Source: an optimization exercise on an open RTL-to-GDS flow (aim: small area, a short achievable clock period and few clock cycles). Production flows keep margins and buffers that such runs may drop.
The RTL was checked by simulation tests, not by an equivalence proof against the original design.
Power is estimated from default activity; no workload was simulated.

<file path="design/flow/run.sh">
#!/bin/bash
# synth_recipe.tcl (not shown) runs the flow's synth.tcl, then flattens the netlist and writes it again
# the make line also repeats each setting of config.mk as NAME=value (left out here)
make -C /OpenROAD-flow-scripts/flow DESIGN_CONFIG=/design/flow/config.mk WORK_HOME=/design/flow/orfs CLKGATE_MAP_FILE= SYNTH_SCRIPT=/design/flow/synth_recipe.tcl finish
</file>
<file path="design/flow/config.mk">
export PLATFORM = sky130hd
export DESIGN_NAME = dlt645_rx
export DESIGN_NICKNAME = dlt645_rx
export VERILOG_FILES = /design/flow/design.v
export SDC_FILE = /design/flow/constraint.sdc
export NUM_CORES = 4
export LEC_CHECK = 0
export CAP_MARGIN = 20
export CORE_MARGIN = 2
export CORE_UTILIZATION = 40
export SLEW_MARGIN = 20
</file>
<file path="design/flow/constraint.sdc">
create_clock -name core_clock -period 4.0 [get_ports {clk}]
set_input_delay 0.8000 -clock core_clock [delete_from_list [all_inputs] [get_ports {clk}]]
set_output_delay 0.8000 -clock core_clock [all_outputs]
set_load 0.01 [all_outputs]
</file>
<file path="design/flow/design.v">
module dlt645_rx (
    input  wire        clk,
    input  wire        rst,           
    input  wire        strict,        
    input  wire        in_valid,
    output wire        in_ready,
    input  wire [31:0] in_data,
    input  wire [2:0]  in_nbytes,     
    output reg         out_valid,
    input  wire        out_ready,
    output reg         out_is_result,
    output reg  [31:0] out_data,
    output wire [2:0]  out_nbytes,
    output wire        out_ok,
    output reg  [2:0]  out_cause,
    output wire [15:0] out_count,
    output reg  [15:0] out_pre,       
    output reg  [47:0] out_addr,
    output reg  [7:0]  out_ctrl,
    output reg  [7:0]  out_len,
    output reg  [7:0]  out_cs,
    output reg  [7:0]  out_end
);
    localparam [7:0] PRE_BYTE   = 8'hFE;
    localparam [7:0] START_BYTE = 8'h68;
    localparam [7:0] END_BYTE   = 8'h16;
    localparam [2:0] C_NONE         = 3'd0;
    localparam [2:0] C_WRONG_START1 = 3'd1;
    localparam [2:0] C_WRONG_START2 = 3'd2;
    localparam [2:0] C_BAD_CHECKSUM = 3'd4;
    localparam [2:0] C_WRONG_END    = 3'd5;
    localparam [1:0] S_PRE  = 2'd0;    
    localparam [1:0] S_HDR  = 2'd1;    
    localparam [1:0] S_BODY = 2'd2;    
    reg        strict_r;
    reg [31:0] bd;              
    reg [3:0]  bn;              
    reg [3:0]  dm;              
    reg [31:0] qd;              
    reg [3:0]  qn;
    reg        qf;
    reg [1:0]  st;
    reg [15:0] cnt;
    reg [7:0]  sum_s, sum_c;    
    reg [23:0] pack;            
    reg        out_last;        
    reg [15:0] out_n;           
    wire go = !out_valid || out_ready;
    wire pre_st  = (st == S_PRE);
    wire hdr_st  = (st == S_HDR);
    wire body_st = (st == S_BODY);
    wire [3:0] o  = cnt[3:0];
    wire [9:0] ne = cnt[9:0];
    wire [7:0] b [0:3];
    assign b[0] = bd[7:0];
    assign b[1] = bd[15:8];
    assign b[2] = bd[23:16];
    assign b[3] = bd[31:24];
    wire [3:0] v = bn & ~dm;    
    wire [3:0] fe, s68, e16;
    genvar gi;
    generate
        for (gi = 0; gi < 4; gi = gi + 1) begin : cmp
            assign fe[gi]  = (b[gi] == PRE_BYTE);
            assign s68[gi] = (b[gi] == START_BYTE);
            assign e16[gi] = (b[gi] == END_BYTE);
        end
    endgenerate
    wire [3:0] skip  = fe | dm;
    wire [3:0] lead  = {&skip[2:0], &skip[1:0], skip[0], 1'b1};
    wire [3:0] first = {4{pre_st}} & lead & ~fe & v;
    wire [3:0] s1    = first & s68;
    wire [3:0] e1    = first & ~s68;
    wire [3:0] aft1  = {|s1[2:0], |s1[1:0], s1[0], 1'b0};
    wire [1:0] j     = first[1] ? 2'd1 : first[2] ? 2'd2 : first[3] ? 2'd3 : 2'd0;
    function automatic ofs_in(input [3:0] oo, input integer i, input integer lo, input integer hi);
        integer x;
        begin
            ofs_in = 1'b0;
            for (x = 0; x < 16; x = x + 1)
                if (oo == x && ((x + i) % 16) >= lo && ((x + i) % 16) <= hi)
                    ofs_in = 1'b1;
        end
    endfunction
    wire [3:0] hd, s2, ln;
    generate
        for (gi = 0; gi < 4; gi = gi + 1) begin : hdr
            assign hd[gi]   = hdr_st && ofs_in(o, gi, 0, 9);
            assign s2[gi]   = hdr_st && ofs_in(o, gi, 7, 7);
            assign ln[gi]   = hdr_st && ofs_in(o, gi, 9, 9);
        end
    endgenerate
    wire [3:0] e2 = s2 & v & ~s68;
    reg [7:0] lsel;
    always @* begin
        case (o[1:0])
            2'd1:    lsel = b[0];
            2'd0:    lsel = b[1];
            2'd3:    lsel = b[2];
            default: lsel = b[3];
        endcase
    end
    wire [1:0] llane = {o[1], ~o[0]};                
    wire l0 = (lsel == 8'd0), l1 = (lsel == 8'd1), l2 = (lsel == 8'd2), l3 = (lsel == 8'd3);
    wire q0 = (ne == 10'd0),    q1 = (ne == 10'h3FF), q2 = (ne == 10'h3FE);
    wire q3 = (ne == 10'h3FD),  q4 = (ne == 10'h3FC), q5 = (ne == 10'h3FB);
    wire g2 = !q0 && !q1, g3 = g2 && !q2, g4 = g3 && !q3, g5 = g4 && !q4;
    wire [3:0] b_dat  = {g5, g4, g3, g2};
    wire [3:0] b_last = {q5, q4, q3, q2};
    wire [3:0] b_cs   = {q4, q3, q2, q1};
    wire [3:0] b_end  = {q3, q2, q1, q0};
    wire [3:0] h_dat = 4'd0, h_last = 4'd0, h_cs = 4'd0, h_end = 4'd0;
    wire [3:0] bdat  = body_st ? b_dat  : hdr_st ? h_dat  : 4'd0;
    wire [3:0] blast = body_st ? b_last : hdr_st ? h_last : 4'd0;
    wire [3:0] bcs   = body_st ? b_cs   : hdr_st ? h_cs   : 4'd0;
    wire [3:0] bend  = body_st ? b_end  : hdr_st ? h_end  : 4'd0;
    reg [1:0] f0;
    always @* begin
        case (st)
            S_PRE:   f0 = {j[1] ^ j[0], j[0]};                      
            S_HDR:   f0 = o[1:0];
            default: f0 = fo;
        endcase
    end
    wire [1:0] f0d = hdr_st ? o[1:0] : fo;      
    wire [1:0] slot [0:3];
    wire [3:0] drec_p;
    generate
        for (gi = 0; gi < 4; gi = gi + 1) begin : sl
            assign slot[gi]   = f0d + gi[1:0] + 2'd2;
            assign drec_p[gi] = bdat[gi] && (f0d == 2'd1 - gi[1:0] || blast[gi]);
        end
    endgenerate
    wire [3:0] aln;             
    generate
        for (gi = 0; gi < 4; gi = gi + 1) begin : al
            assign aln[gi] = hdr_st && ofs_in(o, gi, 10, 12);
        end
    endgenerate
    wire [3:0] msk  = bn & (hdr_st ? hd : bdat);
    wire [3:0] pmsk = bn & (s1 | aft1);
    wire [7:0] q3x = b[0] ^ b[1] ^ b[2];
    wire [7:0] q3y = {(b[0][6:0] & b[1][6:0]) | (b[0][6:0] & b[2][6:0]) | (b[1][6:0] & b[2][6:0]), 1'b0};
    wire [7:0] q4x = q3x ^ q3y ^ b[3];
    wire [7:0] q4y = {(q3x[6:0] & q3y[6:0]) | (q3x[6:0] & b[3][6:0]) | (q3y[6:0] & b[3][6:0]), 1'b0};
    wire k1 = msk[0] & ~msk[1], k2 = msk[1] & ~msk[2], k3 = msk[2] & ~msk[3], k4 = msk[3];
    wire [7:0] pks = ({8{k1 | k2}} & b[0]) | ({8{k3}} & q3x) | ({8{k4}} & q4x);
    wire [7:0] pkc = ({8{k2}} & b[1]) | ({8{k3}} & q3y) | ({8{k4}} & q4y);
    wire [7:0] x3 = sum_s ^ sum_c ^ pks;
    wire [7:0] y3 = {(sum_s[6:0] & sum_c[6:0]) | (sum_s[6:0] & pks[6:0]) | (sum_c[6:0] & pks[6:0]), 1'b0};
    wire [7:0] xh = x3 ^ y3 ^ pkc;
    wire [7:0] yh = {(x3[6:0] & y3[6:0]) | (x3[6:0] & pkc[6:0]) | (y3[6:0] & pkc[6:0]), 1'b0};
    wire [7:0] p0 = pmsk[0] ? b[0] : 8'd0;
    wire [7:0] p1 = pmsk[1] ? b[1] : 8'd0;
    wire [7:0] p2 = pmsk[2] ? b[2] : 8'd0;
    wire [7:0] p3 = pmsk[3] ? b[3] : 8'd0;
    wire [7:0] xp1 = p0 ^ p1 ^ p2;
    wire [7:0] yp1 = {(p0[6:0] & p1[6:0]) | (p0[6:0] & p2[6:0]) | (p1[6:0] & p2[6:0]), 1'b0};
    wire [7:0] xp = xp1 ^ yp1 ^ p3;
    wire [7:0] yp = {(xp1[6:0] & yp1[6:0]) | (xp1[6:0] & p3[6:0]) | (yp1[6:0] & p3[6:0]), 1'b0};
    wire [7:0] x4 = pre_st ? xp : xh;
    wire [7:0] y4 = pre_st ? yp : yh;
    reg  csp;
    wire [7:0] eqx = sum_s ^ sum_c ^ out_cs;
    wire [7:0] eqc = {(sum_s[6:0] & sum_c[6:0]) | ((sum_s[6:0] | sum_c[6:0]) & ~out_cs[6:0]), 1'b0};
    wire csbad = csp && (eqx != eqc);
    function automatic [8:0] blkf(input [3:0] vv, input [3:0] drec, input [3:0] rpos,
                                  input [3:0] ffe, input [3:0] csl, input [3:0] snd,
                                  input sm);
        reg [3:0] r, d, rec, rb, bl, cv, aft, sb, bk, ok, cn, fr;
        begin
            r   = rpos & vv;
            d   = {|r[2:0], |r[1:0], r[0], 1'b0};
            rec = vv & ~d & (drec | r);
            rb  = {|rec[2:0], |rec[1:0], rec[0], 1'b0};
            bl  = (d & ~ffe) | (~d & (drec | rpos));
            cv  = csl & vv;
            aft = {|cv[2:0], |cv[1:0], cv[0], 1'b0};
            sb  = (aft & {4{sm}}) | snd;
            bk  = (rb & bl) | sb;
            ok  = ~vv | ~bk;
            cn  = vv & {&ok[3:0], &ok[2:0], &ok[1:0], ok[0]};
            fr  = rec & ~rb & ~sb;
            blkf = {fr, cn, |(vv & bk)};
        end
    endfunction
    wire [3:0] p_first = lead & ~fe & v;
    wire [3:0] p_e1    = p_first & ~s68;
    wire [3:0] h_e2    = v & ~s68 & {ofs_in(o, 3, 7, 7), ofs_in(o, 2, 7, 7),
                                     ofs_in(o, 1, 7, 7), ofs_in(o, 0, 7, 7)};
    wire [3:0] h_aln   = {ofs_in(o, 3, 10, 12), ofs_in(o, 2, 10, 12),
                          ofs_in(o, 1, 10, 12), ofs_in(o, 0, 10, 12)};
    wire [3:0] s3_h    = {o[1:0] == 2'd2, o[1:0] == 2'd3, o[1:0] == 2'd0, o[1:0] == 2'd1};
    wire [3:0] s3_b    = {fo == 2'd2, fo == 2'd3, fo == 2'd0, fo == 2'd1};
    wire [8:0] bk_p = blkf(v, 4'd0, p_e1, fe, 4'd0, 4'd0, strict_r);
    wire [8:0] bk_h = blkf(v, 4'd0, h_e2, fe, 4'd0, h_aln, strict_r);
    wire [8:0] bk_b = blkf(v, b_dat & (s3_b | b_last), b_end, fe, b_cs, 4'd0, strict_r);
    wire [8:0] bk   = pre_st ? bk_p : hdr_st ? bk_h : bk_b;
    wire       go2   = go && !csbad;
    wire [3:0] cons  = bk[4:1] & {4{go2}};
    wire       complete = !(|v) || (go2 && !bk[0]);
    assign in_ready = !qf;
    wire [3:0] r_nc  = e1 | e2 | (bend & v);             
    wire [3:0] dd    = {|r_nc[2:0], |r_nc[1:0], r_nc[0], 1'b0};
    wire [3:0] frst    = bk[8:5];
    wire [3:0] resc    = frst & r_nc & {4{go2}};
    wire       emit_n  = go2 && |frst;
    wire       emitr_n = go2 && |resc;
    wire       emit    = emit_n || csbad;
    wire       emit_r  = emitr_n || csbad;
    wire       cstake  = strict_r && |(bcs & cons);
    wire       evs1   = go2 && |s1;
    wire       eve1   = go2 && |e1;
    wire       evlen  = go2 && |(ln & v & ~dd);
    wire [1:0] rl     = resc[1] ? 2'd1 : resc[2] ? 2'd2 : resc[3] ? 2'd3 : 2'd0;
    wire       end_bad = strict_r && |(resc & bend & ~e16);
    wire [31:0] g;
    generate
        for (gi = 0; gi < 4; gi = gi + 1) begin : rot
            wire [1:0] lane = gi[1:0] - f0;
            assign g[8*gi +: 8] = b[lane];
        end
    endgenerate
    reg [9:1] ofs_we;
    reg [2:0] slot_we;
    integer k;
    always @* begin
        ofs_we = 9'd0;
        slot_we = 3'd0;
        for (k = 0; k < 4; k = k + 1) begin
            if (v[k] && (aft1[k] || hd[k]))
                case (pre_st ? k[3:0] - {2'd0, j} : o + k[3:0])
                    4'd1: ofs_we[1] = 1'b1;
                    4'd2: ofs_we[2] = 1'b1;
                    4'd3: ofs_we[3] = 1'b1;
                    4'd4: ofs_we[4] = 1'b1;
                    4'd5: ofs_we[5] = 1'b1;
                    4'd6: ofs_we[6] = 1'b1;
                    4'd8: ofs_we[8] = 1'b1;
                    4'd9: ofs_we[9] = 1'b1;
                    default: ;
                endcase
            if (v[k] && bdat[k])
                case (slot[k])
                    2'd0: slot_we[0] = 1'b1;
                    2'd1: slot_we[1] = 1'b1;
                    2'd2: slot_we[2] = 1'b1;
                    default: ;
                endcase
        end
    end
    wire [1:0] s0 = dm[2] ? 2'd3 : dm[1] ? 2'd2 : dm[0] ? 2'd1 : 2'd0;
    wire [1:0] pc0 = body_st ? fo + s0 + 2'd2 : 2'd0;
    wire [2:0] n = {bn[3], bn[1] & ~bn[3], (bn[0] & ~bn[1]) | (bn[2] & ~bn[3])};
    wire        anyfirst = |first;
    wire [15:0] cnt_a = cnt + {13'd0, n};
    wire [15:0] cnt_j = cnt + {14'd0, j};
    wire [9:0]  lenb  = 10'd0 - ({2'd0, lsel} + {8'd0, llane} + 10'd2);
    wire [3:0]  rn0 = {1'b0, n} - 4'd1, rn1 = {1'b0, n} - 4'd2;
    wire [3:0]  rn2 = {1'b0, n} - 4'd3, rn3 = {1'b0, n} - 4'd4;
    wire [3:0]  rres_c = ({4{resc[0]}} & rn0) | ({4{resc[1]}} & rn1)
                       | ({4{resc[2]}} & rn2) | ({4{resc[3]}} & rn3);
    wire [3:0]  rres_n = ({4{resc[0]}} & 4'd15) | ({4{resc[1]}} & 4'd14)
                       | ({4{resc[2]}} & 4'd13) | ({4{resc[3]}} & 4'd12);
    wire [3:0]  rs1_c  = {1'b0, n} - {2'b0, j};
    wire [3:0]  rs1_n  = 4'd0 - {2'b0, j};
    wire [9:0]  lenn_c = lenb + {7'd0, n};
    reg  [15:0] cnt_c, cnt_h;    
    always @* begin
        if (emitr_n) begin
            cnt_c = {{12{rres_c[3]}}, rres_c};
            cnt_h = {{12{rres_n[3]}}, rres_n};
        end else if (evlen) begin
            cnt_c = {{6{lenn_c[9]}}, lenn_c};
            cnt_h = {{6{lenb[9]}}, lenb};
        end else if (evs1) begin
            cnt_c = {{12{rs1_c[3]}}, rs1_c};
            cnt_h = {{12{rs1_n[3]}}, rs1_n};
        end else begin
            cnt_c = cnt_a;
            cnt_h = cnt;
        end
    end
    wire [15:0] cnt_nx = complete ? cnt_c : cnt_h;
    reg  [1:0] fo;
    wire [1:0] fo_b = evs1 ? f0 : hdr_st ? o[1:0] : fo;
    wire       r_e2  = |(resc & e2);
    wire [15:0] pre7  = out_pre + 16'd7;
    wire [15:0] n_m1  = out_n - 16'd1;
    wire [15:0] n_m2  = out_n - 16'd2;
    reg [3:0] in_mask;
    always @* begin
        case (in_nbytes)
            3'd1:    in_mask = 4'b0001;
            3'd2:    in_mask = 4'b0011;
            3'd3:    in_mask = 4'b0111;
            default: in_mask = 4'b1111;
        endcase
    end
    wire take = in_valid && !qf;
    always @(posedge clk) begin
        strict_r <= strict;
        if (rst) begin
            bn <= 4'd0;
            dm <= 4'd0;
            qf <= 1'b0;
        end else if (complete) begin
            dm <= 4'd0;
            if (qf) begin
                bd <= qd;
                bn <= qn;
                qf <= 1'b0;
            end else if (take) begin
                bd <= in_data;
                bn <= in_mask;
            end else begin
                bn <= 4'd0;
            end
        end else begin
            dm <= dm | cons;
            if (take) begin
                qd <= in_data;
                qn <= in_mask;
                qf <= 1'b1;
            end
        end
    end
    always @(posedge clk) begin
        if (rst) begin
            out_valid <= 1'b0;
            st        <= S_PRE;
            cnt       <= 16'd0;
            csp       <= 1'b0;
        end else if (go) begin
            out_valid <= emit;
            out_is_result <= emit_r;
            out_cause <= {csbad | end_bad, |(resc & e2), |(resc & e1) | end_bad};
            out_last  <= |(frst & blast);
            for (k = 0; k < 4; k = k + 1)
                    out_data[8*k +: 8] <= (k < pc0) ? pack[8*k +: 8] : g[8*((k+2)%4) +: 8];
            for (k = 0; k < 3; k = k + 1)
                if (slot_we[k]) pack[8*k +: 8] <= g[8*((k+2)%4) +: 8];
            for (k = 1; k <= 6; k = k + 1)
                if (ofs_we[k]) out_addr[8*(k-1) +: 8] <= g[8*(k%4) +: 8];
            if (ofs_we[8]) out_ctrl <= g[7:0];
            if (ofs_we[9]) out_len  <= g[15:8];
            if (|(v & bcs))  out_cs  <= ({8{bcs[0]}} & b[0]) | ({8{bcs[1]}} & b[1])
                                      | ({8{bcs[2]}} & b[2]) | ({8{bcs[3]}} & b[3]);
            if (|(v & bend)) out_end <= ({8{bend[0]}} & b[0]) | ({8{bend[1]}} & b[1])
                                      | ({8{bend[2]}} & b[2]) | ({8{bend[3]}} & b[3]);
            if (evs1 || eve1) out_pre <= cnt_j;
            else if (csbad)   out_pre <= n_m2;
            else if (r_e2)    out_pre <= pre7;
            else if (end_bad) out_pre <= n_m1;
            if (complete || cstake) begin
                sum_s <= x4;
                sum_c <= y4;
            end else if (evs1) begin
                sum_s <= 8'd0;
                sum_c <= 8'd0;
            end
            if (emit_r)     st <= S_PRE;
            else if (evlen) st <= S_BODY;
            else if (evs1)  st <= S_HDR;
            cnt <= csbad ? {{6{ne[9]}}, ne} : cnt_nx;
            csp <= cstake;
            fo  <= complete ? fo_b + n[1:0] : fo_b;
        end
    end
    assign out_ok = (out_cause == C_NONE);
    assign out_nbytes = out_last ? {1'b0, out_len[1:0] - 2'd1} + 3'd1 : 3'd4;
    always @(posedge clk) out_n <= out_pre + {8'd0, out_len} + 16'd12;
    assign out_count = out_ok ? out_n : out_pre;
endmodule
</file>
==> results of run 1 <==
==> sequential cells by signal, summed over array words and instances (netlist names), 2 cells and up <==
register   count
pack          24
qd            32
out_cause      3
out_ctrl       8
sum_c          7
sum_s          8
out_len        8
dm             4
cnt           16
out_addr      48
qn             3
out_n         16
bd            32
fo             2
out_cs         8
out_pre       16
out_end        8
out_data      32
bn             4
st             2
==> worst paths after layout <==
path               start           to  slack (ns)  cells past startpoint
hold reg to reg    dm[3]        dm[3]        0.51                      1
setup / recovery  cnt[0]  out_pre[15]        0.08                     14
setup reg to reg  cnt[0]  out_pre[15]        0.08                     14
hold / removal     dm[3]        dm[3]        0.51                      1
==> cell usage after synthesis, types with 9 or more instances <==
library cell and n:
edfxtp_1 241, nand2_1 154, nor2_1 121, a21oi_1 97, mux2i_1 85, clkbuf_1 83, mux2_2 71, inv_1 68
xnor2_1 61, xor2_1 58, o21ai_0 54, ha_1 53, fa_1 50, dfxtp_1 46, nand3_1 39, nor2b_1 36
a211oi_1 31, nor3_1 31, and3_1 28, buf_2 25, nand4_1 24, o211ai_1 20, and2_1 19, a222oi_1 17
a22o_1 17, nand2b_1 17, nor4_1 17, a31oi_1 15, a221o_1 13, buf_1 12, a21o_1 11, buf_4 11
a22oi_1 10, nand3b_1 9, or4_1 9
==> area by class of cell <==
cell class | count | area, um^2
well taps | 615 | 769
flip-flops and latches | 287 | 8170
clock inverters | 22 | 199
inverters | 68 | 258
fillers | 4323 | 22700
clock buffers | 35 | 791
multi-input cells | 1330 | 10300
repair buffers | 485 | 4250
==> timing repair <==
| action | CTS | global route |
|---|---|---|
| setup endpoints to repair | 10 | 115 |
| hold endpoints to repair | 0 | 0 |
| gates resized for setup | 4 | 29 |
| hold buffers | 0 | 0 |
| pin swaps | 2 | 18 |
| setup buffers | 1 | 8 |
==> cells by family after synthesis <==
| kind of cell | Yosys count |
|---|---|
| xor gates and xnor gates | 119 |
| other | 1 |
| adders and majority gates | 103 |
| muxes | 156 |
| buffers and inverters | 207 |
| DFF | 287 |
| AOI/OAI and AO/OA | 403 |
| and+or+nand+nor | 545 |
==> power by group <==
group	switching, uW	internal [uW]	total [uW]	leakage, uW
Clock	1240	1570	2810	0.000485
Combinational	1790	1430	3220	0.00653
Sequential	193	3450	3640	0.00261
Total	3230	6440	9670	0.00963
==> worst max-delay path: stages (launching register included) <==
cell      delay, ns
dfxtp_4        0.38
inv_2          0.07
ha_1           0.31
inv_1          0.17
nor4_2         0.08
buf_4          0.16
a221o_2        0.42
o32a_1         0.42
nand3b_1       0.22
buf_4          0.20
o21ai_0        0.44
o31ai_2        0.16
buf_4          0.18
a31oi_2        0.21
buf_12         0.20
==> metrics by stage <==
| step | util [%] | hold slack, ns |
|---|---|---|
| floorplan | - | 0.444 |
| global route | 52.1 | 0.515 |
| finish | 52.1 | 0.506 |
| CTS | 51.8 | 0.501 |
| detailed placement | 49.7 | 0.490 |
| global placement | 49.7 | 0.476 |
==> layer usage <==
layer	up-vias	share of wire [%]
met5	-	0
met4	0	3.7
met3	140	8.4
met2	816	46
met1	8028	42
li1	7539	-
==> impl_metrics.yaml, run 1 <==
detailed_routing:
  drt-total-wl_um: 68400
  vias: 16500
  post_drt_wl_per_cell_um: 24.1
  ant_nets: 0
  via_per_inst: 5.81
  drt-initial-drc-count: 1616
  drc: 0
  dr.pass1.iters: 7
finish:
  final_cells: 2842
  final_cell_mix: "281 x buf_4, 241 x edfxtp_1, 193 x clkdlybuf4s50_1"
  insertedDiodeCount: 0
  finalInstanceArea_um2: 24700
  layout-drive-gt1-share_pct: 22.2
  nets: 2346
  area_growth_syn_to_layout_pct: 29.3
  final_common_cell: "buf_4"
die:
  fp-row-count: 80
  core_area_um2: 47400
  io-pin-count: 194
  die_w_um: 223
  chipHeight_um: 223
  initial_core_util_pct: 40.3
  die-area_um2: 49600
setup_path:
  critPathKind: "flip-flop to flip-flop"
  worstSetupEndpointType: "flip-flop"
  cp-start-kind: "flip-flop"
  crit_required_ns: 4.29
  crit_fanout: 16
  critPathArrivalTime_ns: 4.22
min_path:
  hold_path.class: "flip-flop to flip-flop"
cts:
  clock_sinks: 287
  worstSkewPairLatency_ns: 0.59
  cts_root_buffer: "clkbuf_16"
  cts_tree: "done"
  htreeDepth: 1
  cts_buffers: 31
  clkTransAtPathRegs_ns: 0.07
  cts.path.max_buffers: 3
global_routing:
  grt_pass1_vias: 16200
  busiest_layer: "met2"
  antenna_found_initial: 0
  grt.overflow.total: 0
  grt.total_usage_pct: 27.1
  grt_first_pass_wirelength_um: 102000
  grtUsageMet2_pct: 42.9
  use_met3_pct: 4.91
  grt_max_degree: 38
  use_met1_pct: 37.1
logic_synthesis:
  synth.area.mux_share_pct: 8.63
  netlist_area_um2: 19100
  ys.flop_type: "edfxtp_1"
  synth_top_area_share_pct: 37.8
  seq_area_frac_synth_pct: 42.6
  avgSynthCellArea_um2: 10.5
  yosysWarnings: 2
  synth_compound_area_share_pct: 15.4
  syn_inst: 1821
  synth_adder_area_share_pct: 8.70
  ys_ff_latch: 287
  synth-async-reset-ratio_pct: 0
  synth_top_area_cell: "edfxtp_1"
  synth_area_leaders: "edfxtp_1 38%, fa_1 5.2%, dfxtp_1 4.8%, mux2i_1 4.4%, mux2_2 4.2%"
  synth_top_family_by_area: "compound AO/OA/AOI/OAI gates"
  synthSimpleGateAreaFrac_pct: 14.5
  yosys.area_share.xor_xnor_pct: 5.45
  synth_cell_types: 97
  synth_edf_count: 241
timing:
  slew_headroom_pct: 40.8
  skew_ns: 0.0131
  timing.final.crit_share_pct: 98.1
  period_minus_slack_ns: 3.92
  hold_violations: 0
  setup_ws_ns: 0.0753
  setup_violations: 0
  drv_slew: 0
  rsz0062_at_grt: "true"
  worst_slew_pin_slew_ns: 0.876
  tns_ns: 0
  max_freq_mhz: 255
power:
  finalPower_uw: 9670
  vdd_ir_drop_max_uv: 332
  powerDensity_nw_per_um2: 391
  leakage_uw: 0.00963
flow_run:
  maxCapViolCount: 0
place:
  numPortBuffers: 193
  placed_area_um2: 23600
  hpwl_um: 53300
  placed_cells: 2776
  pre_cts_slack_ns: -0.113
  gp_congestion: 0.962
run_status:
  outcome: "complete, no violations"
Testbench counts, summed over its fixed seeds: cycles 8,100.
==> run 2: changes to the inputs <==
--- a/design/flow/config.mk
+++ b/design/flow/config.mk
@@ -7,5 +7,7 @@
 export LEC_CHECK = 0
 export CAP_MARGIN = 20
 export CORE_MARGIN = 2
-export CORE_UTILIZATION = 40
+export CORE_UTILIZATION = 55
+export CTS_CLUSTER_DIAMETER = 100
+export CTS_CLUSTER_SIZE = 30
 export SLEW_MARGIN = 20
==> impl_metrics.yaml, run 2 <==
timing:
  slew_headroom_pct: 16.9
  max_freq_mhz: 253
  setup_violations: 0
  hold_slack_ns: 0.501
  drv_slew: 0
  timing.final.crit_share_pct: 98.6
  hold_violations: 0
  worst_slew_pin_slew_ns: 1.23
  tns_ns: 0
  skew_ns: 0.0400
  period_minus_slack_ns: 3.94
  rsz0062_at_grt: "true"
finish:
  layout-drive-gt1-share_pct: 21.6
  insertedDiodeCount: 0
  final_common_cell: "buf_4"
  top_register: "out_addr"
  area_growth_syn_to_layout_pct: 26.0
  largest_reg_flops: 48
  final_cell_mix: "279 x buf_4, 241 x edfxtp_1, 193 x clkdlybuf4s50_1"
  nets: 2329
flow_run:
  maxCapViolCount: 0
logic_synthesis:
  synth_edf_count: 241
  synth_area_leaders: "edfxtp_1 38%, fa_1 5.2%, dfxtp_1 4.8%, mux2i_1 4.4%, mux2_2 4.2%"
  syn_inst: 1821
  netlist_area_um2: 19100
  synth_top_area_cell: "edfxtp_1"
  avgSynthCellArea_um2: 10.5
  yosysMostFrequentCell: "edfxtp_1"
  seq_area_frac_synth_pct: 42.6
  yosys-top-cells-count: "241 x edfxtp_1, 154 x nand2_1, 121 x nor2_1"
  synth_cell_types: 97
  synth-async-reset-ratio_pct: 0
  ys_ff_latch: 287
  synth_top_area_share_pct: 37.8
  yosysWarnings: 2
  ys.flop_type: "edfxtp_1"
cts:
  cts_root_buffer: "clkbuf_16"
  clkTransAtPathRegs_ns: 0.11
  cts_tree: "done"
  cts_hold_buf: 0
  worstSkewPairLatency_ns: 0.54
  htreeDepth: 1
  cts.path.max_buffers: 3
  cts_buffers: 15
  clock_sinks: 287
die:
  chipHeight_um: 191
  fp-row-count: 68
  core_area_um2: 34400
  die-area_um2: 36300
  die_w_um: 191
  io-pin-count: 194
  initial_core_util_pct: 55.7
detailed_routing:
  dr.pass1.iters: 8
  vias: 16800
  drt-total-wl_um: 64200
  drt-initial-drc-count: 1822
  ant_nets: 0
  post_drt_wl_per_cell_um: 24.2
  drc: 0
  via_per_inst: 6.32
min_path:
  min_to: "dm[3]"
  hold_depth: 1
  worstHoldStart: "dm[3]"
  hold_path.class: "flip-flop to flip-flop"
place:
  gp_congestion: 1.04
  numPortBuffers: 193
  hpwl_um: 50100
global_routing:
  grt_pass1_vias: 16200
  antenna_found_initial: 0
  grt_max_degree: 40
  grt_first_pass_wirelength_um: 96500
  grt.overflow.total: 0
  grt.total_usage_pct: 34.9
setup_path:
  worstSetupEndpointType: "flip-flop"
  crit_fanout: 16
  reg2reg_depth: 13
  r2r-start: "sum_s[5]"
  r2r-end: "out_pre[6]"
  crit_required_ns: 4.25
  rrSetupSlack_ns: 0.06
  cp-start-kind: "flip-flop"
  critPathArrivalTime_ns: 4.19
  critPathKind: "flip-flop to flip-flop"
power:
  leakage_uw: 0.00941
  powerDensity_nw_per_um2: 355
  vdd_ir_drop_max_uv: 374
run_status:
  outcome: "complete, no violations"
run 2: cell families after synthesis:
family | Yosys count | synth area share [%]
XOR/XNOR | 119 | 5.45
buffers and inverters | 207 | 4.68
adder cells (fa/ha/maj) | 103 | 8.70
other | 1 | 0.0196
multiplexers | 156 | 8.63
flip-flops | 287 | 42.6
AND/OR/NAND/NOR | 545 | 14.5
AO/OA/AOI/OAI | 403 | 15.4
run 2: layer usage:
layer | GRT usage, % | up-vias | routed length [um]
met5 | 0 | - | 0
met4 | 15.6 | 0 | 3200
met3 | 5.48 | 207 | 5950
met2 | 56.9 | 948 | 29900
met1 | 46.1 | 8124 | 25200
li1 | - | 7482 | -
run 2: where the power goes:
group	switching [uW]	internal, uW	total (uW)	leakage, uW
logic	1730	1380	3110	0.00656
clock network	1050	758	1810	0.000234
registers	208	3440	3650	0.00261
total	2990	5580	8570	0.00941
run 2: what timing repair did:
item / 4_1_cts / 5_1_grt
pin swaps: 7 / 21
resized for setup: 13 / 31
buffers inserted: 3 / 14
endpoints found under the setup margin: 51 / 129
run 2: worst max path at each step:
stage / start / endpoint / slack, ns / cells after the start
floorplan: cnt[0] / out_pre[0] / 0.002 / 15
global placement: cnt[0] / sum_s[1] / -0.003 / 13
detailed placement: cnt[0] / cnt[13] / -0.14 / 19
CTS: cnt[0] / cnt[13] / 0.0007 / 19
global route: cnt[1] / cnt[13] / -0.03 / 20
finish: sum_s[5] / out_pre[6] / 0.06 / 13
run 2: layout make-up:
class,instances,area [um^2]
Multi-Input combinational cell,1330,10400
Fill cell,2621,10300
Sequential cell,287,8170
Timing Repair Buffer,484,4260
Tap cell,455,569
Clock buffer,20,394
Inverter,68,263
Clock inverter,6,95.1
run 2: through the flow:
| step | util, % | instance area [um^2] | total power [uW] | cells | setup WS (ns) |
|---|---|---|---|---|---|
| global route | 70.1 | 24100 | 8920 | 2650 | -0.0256 |
| detailed placement | 67.7 | 23300 | 6550 | 2607 | -0.145 |
| global placement | 67.7 | 23300 | 6500 | 2607 | -0.00281 |
| floorplan | - | 19200 | 5400 | 1824 | 0.00169 |
| finish | 70.1 | 24100 | 8570 | 2650 | 0.0550 |
| CTS | 69.4 | 23800 | 8400 | 2636 | 0.000728 |
run 2: critical path, stage by stage, from the launching register on:
cell	delay, ns
edfxtp_1	0.49
fa_1	0.55
xor2_1	0.15
nand4_1	0.21
o31a_1	0.40
buf_4	0.17
nor2_1	0.10
buf_4	0.16
nand3b_1	0.11
buf_4	0.17
o21ai_0	0.41
o31ai_1	0.24
a31oi_2	0.29
buf_12	0.19

[port drivers added, routing unchanged]
In the flow no input, the clock included, has a driving cell. The finished layouts below were timed again as built, in two steps. Step 1 assumes that a clkbuf_16 drives the clock port and a buf_2 every other input. Step 2 adds t to the input delays and takes it off the output delays; t is the mean of the earliest and latest rising clock arrival at the registers after step 1. Input paths then give back, and output paths get back, about the clock's delay inside the block. Slacks: no drivers / after step 1 / after step 2; pairs: no drivers / after step 1.
run | t (ns) | slack for setup (ns) | worst hold slack (ns) | worst setup path at the end | worst data-port slew with drivers (ns)
run 1 | 0.639 | 0.075 / 0.075 / 0.075 | 0.506 / 0.506 / 0.506 | register to register | 0.04
run 2 | 0.571 | 0.055 / 0.055 / 0.055 | 0.501 / 0.501 / 0.501 | register to register | 0.06
After both steps setup and hold are still met in every run listed.
